This design comes from an exercise in tuning for small area, a short achievable clock period and few clock cycles on the open sky130 flow, not from production work. In this exercise RTL edits were held to simulation tests only and were not proved equivalent to the original. Power figures rest on the tool's default switching activity, not on a simulated workload.

## flow/run.sh

```bash
#!/bin/bash
# synth_recipe.tcl (not shown) runs the flow's synth.tcl, then flattens the netlist and writes it again
# the make line also repeats each setting of config.mk as NAME=value (left out here)
make -C /OpenROAD-flow-scripts/flow DESIGN_CONFIG=/design/flow/config.mk WORK_HOME=/design/flow/orfs CLKGATE_MAP_FILE= SYNTH_SCRIPT=/design/flow/synth_recipe.tcl finish
```

## flow/config.mk

```make
export PLATFORM = sky130hd
export DESIGN_NAME = gfce_codec
export DESIGN_NICKNAME = gfce_codec
export VERILOG_FILES = /design/flow/design.v
export SDC_FILE = /design/flow/constraint.sdc
export NUM_CORES = 4
export LEC_CHECK = 0
export CAP_MARGIN = 20
export CORE_MARGIN = 2
export CORE_UTILIZATION = 40
export SLEW_MARGIN = 20
```

## flow/constraint.sdc

```tcl
create_clock -name core_clock -period 4.0 [get_ports {clk}]
set_input_delay 0.8000 -clock core_clock [delete_from_list [all_inputs] [get_ports {clk}]]
set_output_delay 0.8000 -clock core_clock [all_outputs]
set_load 0.01 [all_outputs]
```

## flow/design.v

```verilog
module gfce_crc_byte (
    input  wire [15:0] crc_in,
    input  wire [7:0]  data,
    output reg  [15:0] crc_out
);
    integer i;
    always @(*) begin
        crc_out = crc_in ^ {8'h00, data};
        for (i = 0; i < 8; i = i + 1) begin
            if (crc_out[0])
                crc_out = (crc_out >> 1) ^ 16'h8408;
            else
                crc_out = crc_out >> 1;
        end
    end
endmodule
module gfce_tx #(
    parameter [7:0] LOCAL_ADDR = 8'h42
) (
    input  wire       clk,
    input  wire       rst,
    input  wire       req_valid,
    output wire       req_ready,
    input  wire [7:0] req_dest,
    input  wire [7:0] req_cmd,
    input  wire [7:0] req_plen,
    input  wire       pl_valid,
    output wire       pl_ready,
    input  wire [7:0] pl_data,
    output reg        out_valid,
    input  wire       out_ready,
    output reg  [7:0] out_data,
    output reg        done,
    output reg  [3:0] done_status,
    output reg  [7:0] done_inserted
);
    localparam [7:0] ESC = 8'hE0, ACK = 8'hE1, SOF = 8'hE2, EOF = 8'hE3;
    localparam [7:0] MAX_PAYLOAD = 8'd247;
    localparam [3:0] S_IDLE = 4'd0, S_SOF = 4'd1, S_DEST = 4'd2, S_LEN = 4'd3,
                     S_SRC = 4'd4, S_CMD = 4'd5, S_PAY = 4'd6, S_CRCH = 4'd7,
                     S_CRCL = 4'd8, S_EOF = 4'd9, S_ACK = 4'd10;
    reg [3:0]  state;
    reg [7:0]  dest, cmd, plen;
    reg [7:0]  count;       
    reg [7:0]  inserted;    
    reg [15:0] crc;
    reg        esc_sent;    
    reg [7:0] frame_byte;
    always @(*) begin
        case (state)
            S_SOF:   frame_byte = SOF;
            S_DEST:  frame_byte = dest;
            S_LEN:   frame_byte = plen + 8'd8;
            S_SRC:   frame_byte = LOCAL_ADDR;
            S_CMD:   frame_byte = cmd;
            S_PAY:   frame_byte = pl_data;
            S_CRCH:  frame_byte = crc[15:8];
            S_CRCL:  frame_byte = crc[7:0];
            S_EOF:   frame_byte = EOF;
            S_ACK:   frame_byte = ACK;
            default: frame_byte = 8'h00;
        endcase
    end
    wire interior = (state >= S_DEST) && (state <= S_CRCL);
    wire reserved = (frame_byte[7:2] == 6'b111000);
    wire need_esc = interior && reserved && !esc_sent;
    wire byte_avail = (state != S_IDLE) && (state != S_PAY || pl_valid);
    always @(*) begin
        out_valid = byte_avail;
        if (need_esc)
            out_data = ESC;
        else if (interior && reserved)
            out_data = frame_byte ^ 8'h20;
        else
            out_data = frame_byte;
    end
    wire fire      = out_valid && out_ready;
    wire byte_done = fire && !need_esc;
    assign req_ready = (state == S_IDLE);
    assign pl_ready  = (state == S_PAY) && out_ready && !need_esc;
    wire [15:0] crc_next;
    gfce_crc_byte u_crc (.crc_in(crc), .data(frame_byte), .crc_out(crc_next));
    always @(posedge clk) begin
        if (rst) begin
            state         <= S_IDLE;
            esc_sent      <= 1'b0;
            done          <= 1'b0;
            done_status   <= 4'd0;
            done_inserted <= 8'd0;
            count         <= 8'd0;
            inserted      <= 8'd0;
            crc           <= 16'hE300;
            dest          <= 8'd0;
            cmd           <= 8'd0;
            plen          <= 8'd0;
        end else begin
            done <= 1'b0;
            if (state == S_IDLE) begin
                if (req_valid) begin
                    if (req_plen > MAX_PAYLOAD) begin
                        done          <= 1'b1;
                        done_status   <= 4'h8;    
                        done_inserted <= 8'd0;
                    end else begin
                        dest     <= req_dest;
                        cmd      <= req_cmd;
                        plen     <= req_plen;
                        count    <= 8'd0;
                        inserted <= 8'd0;
                        crc      <= 16'hE300;
                        state    <= S_SOF;
                    end
                end
            end else begin
                if (fire && need_esc) begin
                    esc_sent <= 1'b1;
                    inserted <= inserted + 8'd1;
                end
                if (byte_done) begin
                    esc_sent <= 1'b0;
                    if (state <= S_PAY)
                        crc <= crc_next;
                    case (state)
                        S_SOF:  state <= S_DEST;
                        S_DEST: state <= S_LEN;
                        S_LEN:  state <= S_SRC;
                        S_SRC:  state <= S_CMD;
                        S_CMD:  state <= (plen == 8'd0) ? S_CRCH : S_PAY;
                        S_PAY: begin
                            count <= count + 8'd1;
                            if (count + 8'd1 == plen)
                                state <= S_CRCH;
                        end
                        S_CRCH: state <= S_CRCL;
                        S_CRCL: state <= S_EOF;
                        S_EOF:  state <= S_ACK;
                        S_ACK: begin
                            state         <= S_IDLE;
                            done          <= 1'b1;
                            done_status   <= 4'h0;
                            done_inserted <= inserted;
                        end
                        default: state <= S_IDLE;
                    endcase
                end
            end
        end
    end
endmodule
module gfce_rx (
    input  wire       clk,
    input  wire       rst,
    input  wire       in_valid,
    output wire       in_ready,
    input  wire [7:0] in_data,
    output reg        pl_valid,
    output reg  [7:0] pl_data,
    output reg        done,
    output reg  [3:0] status,
    output reg  [7:0] msg_dest,
    output reg  [7:0] msg_len,
    output reg  [7:0] msg_src,
    output reg  [7:0] msg_cmd
);
    localparam [7:0] ESC = 8'hE0, SOF = 8'hE2, EOF = 8'hE3;
    localparam [7:0] RX_LIMIT = 8'd255;    
    localparam [3:0] ST_OK = 4'h0, ST_LENGTH = 4'h3, ST_CHECKSUM = 4'h4,
                     ST_TRUNC = 4'h6, ST_UNREC = 4'h7;
    reg [7:0]  idx;         
    reg        escp;        
    reg        escerr;      
    reg [15:0] crc;         
    reg [7:0]  d1, d2;      
    reg [7:0]  b_dest, b_len, b_src, b_cmd;
    wire [15:0] crc_sof;
    gfce_crc_byte u_crc_sof (.crc_in(16'hE300), .data(SOF), .crc_out(crc_sof));
    wire [15:0] crc_next;
    gfce_crc_byte u_crc (.crc_in(crc), .data(d2), .crc_out(crc_next));
    assign in_ready = 1'b1;
    wire take = in_valid && in_ready;
    wire [7:0] value    = escp ? (in_data ^ 8'h20) : in_data;
    wire       reserved = (value[7:2] == 6'b111000);
    wire       can_store = (idx < RX_LIMIT);
    reg [3:0] eof_status;
    always @(*) begin
        if (escerr)
            eof_status = ST_UNREC;
        else if (escp)
            eof_status = ST_TRUNC;
        else if (idx < 8'd2)
            eof_status = ST_LENGTH;
        else if ({1'b0, b_len} != {1'b0, idx} + 9'd2)
            eof_status = ST_LENGTH;
        else if (crc != {d2, d1})
            eof_status = ST_CHECKSUM;
        else if (b_len < 8'd8)
            eof_status = ST_LENGTH;
        else
            eof_status = ST_OK;
    end
    always @(posedge clk) begin
        if (rst) begin
            idx      <= 8'd0;
            escp     <= 1'b0;
            escerr   <= 1'b0;
            crc      <= crc_sof;
            d1       <= 8'd0;
            d2       <= 8'd0;
            b_dest   <= 8'd0;
            b_len    <= 8'd0;
            b_src    <= 8'd0;
            b_cmd    <= 8'd0;
            pl_valid <= 1'b0;
            pl_data  <= 8'd0;
            done     <= 1'b0;
            status   <= 4'd0;
            msg_dest <= 8'd0;
            msg_len  <= 8'd0;
            msg_src  <= 8'd0;
            msg_cmd  <= 8'd0;
        end else begin
            pl_valid <= 1'b0;
            done     <= 1'b0;
            if (take) begin
                if (in_data == SOF) begin
                    idx    <= 8'd0;
                    escp   <= 1'b0;
                    escerr <= 1'b0;
                    crc    <= crc_sof;
                end else if (in_data == EOF) begin
                    done     <= 1'b1;
                    status   <= eof_status;
                    msg_dest <= b_dest;
                    msg_len  <= b_len;
                    msg_src  <= b_src;
                    msg_cmd  <= b_cmd;
                    idx      <= 8'd0;
                    escp     <= 1'b0;
                    escerr   <= 1'b0;
                    crc      <= crc_sof;
                end else if (in_data == ESC) begin
                    if (escp)
                        escerr <= 1'b1;
                    escp <= 1'b1;
                end else begin
                    if (escp) begin
                        escp <= 1'b0;
                        if (!reserved)
                            escerr <= 1'b1;
                    end
                    if (can_store) begin
                        idx <= idx + 8'd1;
                        d1  <= value;
                        d2  <= d1;
                        if (idx >= 8'd2)
                            crc <= crc_next;
                        case (idx)
                            8'd0: b_dest <= value;
                            8'd1: b_len  <= value;
                            8'd2: b_src  <= value;
                            8'd3: b_cmd  <= value;
                            default: ;
                        endcase
                        if (idx >= 8'd6) begin
                            pl_valid <= 1'b1;
                            pl_data  <= d2;
                        end
                    end
                end
            end
        end
    end
endmodule
module gfce_codec (
    input  wire       clk,
    input  wire       rst,
    input  wire       tx_req_valid,
    output wire       tx_req_ready,
    input  wire [7:0] tx_req_dest,
    input  wire [7:0] tx_req_cmd,
    input  wire [7:0] tx_req_plen,
    input  wire       tx_pl_valid,
    output wire       tx_pl_ready,
    input  wire [7:0] tx_pl_data,
    output wire       tx_out_valid,
    input  wire       tx_out_ready,
    output wire [7:0] tx_out_data,
    output wire       tx_done,
    output wire [3:0] tx_done_status,
    output wire [7:0] tx_done_inserted,
    input  wire       rx_in_valid,
    output wire       rx_in_ready,
    input  wire [7:0] rx_in_data,
    output wire       rx_pl_valid,
    output wire [7:0] rx_pl_data,
    output wire       rx_done,
    output wire [3:0] rx_status,
    output wire [7:0] rx_dest,
    output wire [7:0] rx_len,
    output wire [7:0] rx_src,
    output wire [7:0] rx_cmd
);
    gfce_tx #(.LOCAL_ADDR(8'h42)) u_tx (
        .clk(clk), .rst(rst),
        .req_valid(tx_req_valid), .req_ready(tx_req_ready),
        .req_dest(tx_req_dest), .req_cmd(tx_req_cmd), .req_plen(tx_req_plen),
        .pl_valid(tx_pl_valid), .pl_ready(tx_pl_ready), .pl_data(tx_pl_data),
        .out_valid(tx_out_valid), .out_ready(tx_out_ready), .out_data(tx_out_data),
        .done(tx_done), .done_status(tx_done_status), .done_inserted(tx_done_inserted)
    );
    gfce_rx u_rx (
        .clk(clk), .rst(rst),
        .in_valid(rx_in_valid), .in_ready(rx_in_ready), .in_data(rx_in_data),
        .pl_valid(rx_pl_valid), .pl_data(rx_pl_data),
        .done(rx_done), .status(rx_status),
        .msg_dest(rx_dest), .msg_len(rx_len), .msg_src(rx_src), .msg_cmd(rx_cmd)
    );
endmodule
```

==> key figures <==
Logic synthesis
  – YS warnings: 3
  – Async SR Flop Fraction: 0
  – Post-synth EDFFs: 0
  – Main synth FF type: dfxtp_1
  – Distinct cells, synth: 96
  – Mapped Area: 0.00947 mm2
  – Seq/Total Area, Yosys: 0.402
  – Post-synthesis average cell area: 8.55 um2
  – Synth Instances: 1107
  – Seq cells post-synth: 190

Hold path
  – Min-Delay Path Class: reg2reg

Layout
  – Layout Nets: 1267
  – # diodes: 0
  – Share of post-route cells with drive strength above 1: 0.105
  – Top flop regs: u_rx.crc (16), u_tx.crc (16)
  – Post-Layout Cell Count: 1544
  – Fill count: 2272
  – Area Growth Syn to Fin: 22.8%
  – Register area: 0.00381 mm2
  – Multi-input gate area: 0.00518 mm2

Timing
  – Worst hold margin: 0.450 ns
  – Maximum clock frequency: 258 MHz
  – Setup ws final: 0.122 ns
  – Fin crit period: 3.88 ns
  – Final Skew: 0.0163 ns
  – Slew HR: 0.452
  – Slew @ Worst Pin: 0.822 ns
  – Ratio of final minimum period to clock period: 0.969
  – RSZ-0062 raised after global routing: false
  – Final setup viols: 0
  – Final hold vios: 0
  – Max-slew violations: 0

Route
  – Via count: 8284
  – DR WL/cell: 17.2 um
  – Residual DRC count: 0
  – Final wirelength: 26500 um
  – DRT Pass-1 Iters: 5
  – Post-route ant nets: 0
  – Initial DRC Count: 722
  – Via density: 5.37

Global route
  – Vias in the first global route: 7835
  – First-pass GRT wire length: 42200 um
  – Initial antenna violation count: 0
  – Grt total ovfl: 0
  – Total GRT Usage: 0.216
  – Largest net degree at the start of global routing: 80

Clock network
  – Num CTS Buffers: 17
  – Clock tree from TritonCTS: yes
  – Worst-path clk slew: 0.09 ns
  – H-tree level count: 4
  – Worst skew pair latency: 0.45 ns
  – Hold_buf cts: 0
  – Clock Tree Root: clkbuf_16
  – Clock sink count: 190
  – Longest Clk Path Bufs: 2

Flow run
  – Number of max-cap violations: 0

Power and ir drop
  – Pwr dens: 524 mW/mm2
  – Leakage power: 4.32 nW
  – Worst VDD drop: 0.292 mV

Placed design
  – Place WS: -0.0772 ns
  – DP HPWL: 18800 um
  – Placer Congestion: 0.925
  – Number of cells after detailed placement: 1510
  – Port bufs: 111

Status
  – Status: complete, no violations

Worst setup path
  – Worst Path Required: 3.20 ns
  – CP arrival: 3.08 ns
  – CP Max Fanout: 12
  – Critical Path Start Type: flop
  – Crit path kind: reg2out
  – Crit end category: output port
  – FF-to-FF setup slack: 0.98 ns

Floorplan
  – Chip width: 158 um
  – Std cell rows: 56
  – Initial Util: 0.406
  – Core Region: 0.0233 mm2
  – I/O pin count: 117
  – Die H: 158 um
  – Die area: 0.0249 mm2
## routing by layer
| layer | track usage | wire length [um] | up-vias |
|---|---|---|---|
| met5 | 0 | 0 | - |
| met4 | 0.0554 | 337 | 0 |
| met3 | 0.0361 | 1380 | 28 |
| met2 | 0.341 | 12300 | 228 |
| met1 | 0.305 | 12600 | 3949 |
| li1 | - | - | 4079 |
## report_power, final
part / internal (mW) / switching (mW) / leakage, nW / total (mW)
Combinational: 0.899 / 1.15 / 2.47 / 2.05
Sequential: 2.05 / 0.201 / 1.54 / 2.25
Clock: 0.879 / 0.924 / 0.307 / 1.80
## critical path: stages, from the launching register on
cell	delay, ns
dfxtp_1	0.58
buf_4	0.25
and4bb_1	0.22
nor4b_1	0.33
a311o_2	0.22
o31ai_4	0.11
nor3_4	0.24
buf_12	0.15
nor2_1	0.05
clkdlybuf4s50_1	0.49
## worst paths after layout
path | startpoint | end | cells after the start
min reg2reg | u_rx.b_dest[6]$_SDFFE_PP0P_ | u_rx.msg_dest[6]$_SDFFE_PP0P_ | 2
max reg2reg | u_tx.state[1]$_SDFFE_PP0P_ | u_tx.crc[8]$_SDFFE_PP1P_ | 11
min | u_rx.b_dest[6]$_SDFFE_PP0P_ | u_rx.msg_dest[6]$_SDFFE_PP0P_ | 2
max | u_tx.state[1]$_SDFFE_PP0P_ | tx_out_data[0] | 9
## layout by cell type (no fill, tap or decap), types with 15 or more instances in the layout
cell type,instances
dfxtp_1,188
nand2_1,184
clkdlybuf4s50_1,110
a21oi_1,98
nor2_1,84
xnor2_1,51
mux2i_1,49
buf_4,45
inv_1,33
xor2_1,30
o21ai_0,29
nand3_1,28
nor3_1,22
nand4_1,18
clkbuf_16,17
o32ai_1,15
## cells by family (layout without fill, tap and decap cells)
family | after synthesis | count (layout) | synth area share
compound gates | 244 | 244 | 0.181
xor+xnor | 85 | 85 | 0.0846
fa+ha+maj | 9 | 9 | 0.0119
buf+inv | 108 | 223 | 0.0535
flops | 190 | 190 | 0.402
mux | 54 | 54 | 0.0593
other cells | 2 | 5 | 0.000793
simple gates | 415 | 415 | 0.207
## cell type report
| cell class | count | area share |
|---|---|---|
| Multi-Input combinational cell | 812 | 0.445 |
| Clock inverter | 15 | 0.0186 |
| Sequential cell | 190 | 0.327 |
| Tap cell | 319 | 0.0343 |
| Clock buffer | 17 | 0.0366 |
| Timing Repair Buffer | 157 | 0.127 |
| Inverter | 34 | 0.0110 |
## what timing repair did
item / in CTS / in global routing
pin swaps: 0 / 1
gates cloned: 0 / 0
setup endpoints to repair: 2 / 4
resized for setup: 1 / 2
setup buffers: 0 / 2
## cells in the mapped netlist, drive strengths merged, types with 8 or more instances
cell type / number / area share
nand2: 186 / 0.074
buf: 26 / 0.021
o31ai: 8 / 0.0098
mux2i: 49 / 0.052
xnor2: 51 / 0.047
a21oi: 99 / 0.053
nand3: 28 / 0.015
dfxtp: 190 / 0.40
clkbuf: 48 / 0.019
xor2: 30 / 0.028
o211ai: 9 / 0.0087
ha: 9 / 0.012
nand4: 19 / 0.014
o32ai: 15 / 0.014
inv: 34 / 0.013
and3: 8 / 0.0053
a31oi: 8 / 0.0059
nor2: 87 / 0.036
nand2b: 9 / 0.0059
o21ai: 39 / 0.021
nor3: 25 / 0.015
## per-stage QoR
| stage | total power, mW | utilization | setup TNS (ns) | instance area, um2 |
|---|---|---|---|---|
| 4_1_cts | 6.13 | 0.497 | 0 | 11600 |
| 3_3_place_gp | 4.31 | 0.470 | -0.0896 | 11000 |
| 5_1_grt | 6.42 | 0.499 | 0 | 11600 |
| 6_report | 6.10 | 0.499 | 0 | 11600 |
| 2_1_floorplan | 3.66 | - | 0 | 9480 |
| 3_5_place_dp | 4.32 | 0.470 | -0.140 | 11000 |
Testbench counts, summed over its fixed seeds: cycles 18,389.

==> re-timing with driven ports <==
No port has a modelled driver above. Below, the same layout with a new extraction and two added sets of constraints. Step 1: set_driving_cell puts a clkbuf_16 on clk and a buf_2 on each other input, an assumption about the parent block. Step 2 times the ports against the registers' clock, not the clock port: input delays grow and output delays shrink by t, the midpoint of the rising clock arrivals with the driver on. Three values: ideal, step 1, step 2; two values: the first two.
t (ns): 0.486
setup slack, ns: 0.122 / 0.077 / 0.112
latest minus earliest clock arrival (ns): 0.021 / 0.021
slew at the worst register clock pin (ns): 0.09 / 0.09
pins driven straight from the clock port: 1
After both steps setup and hold are still met in this run. For this run, drivers alone change the setup slack by -0.045 ns; drivers and shift together by -0.010 ns.
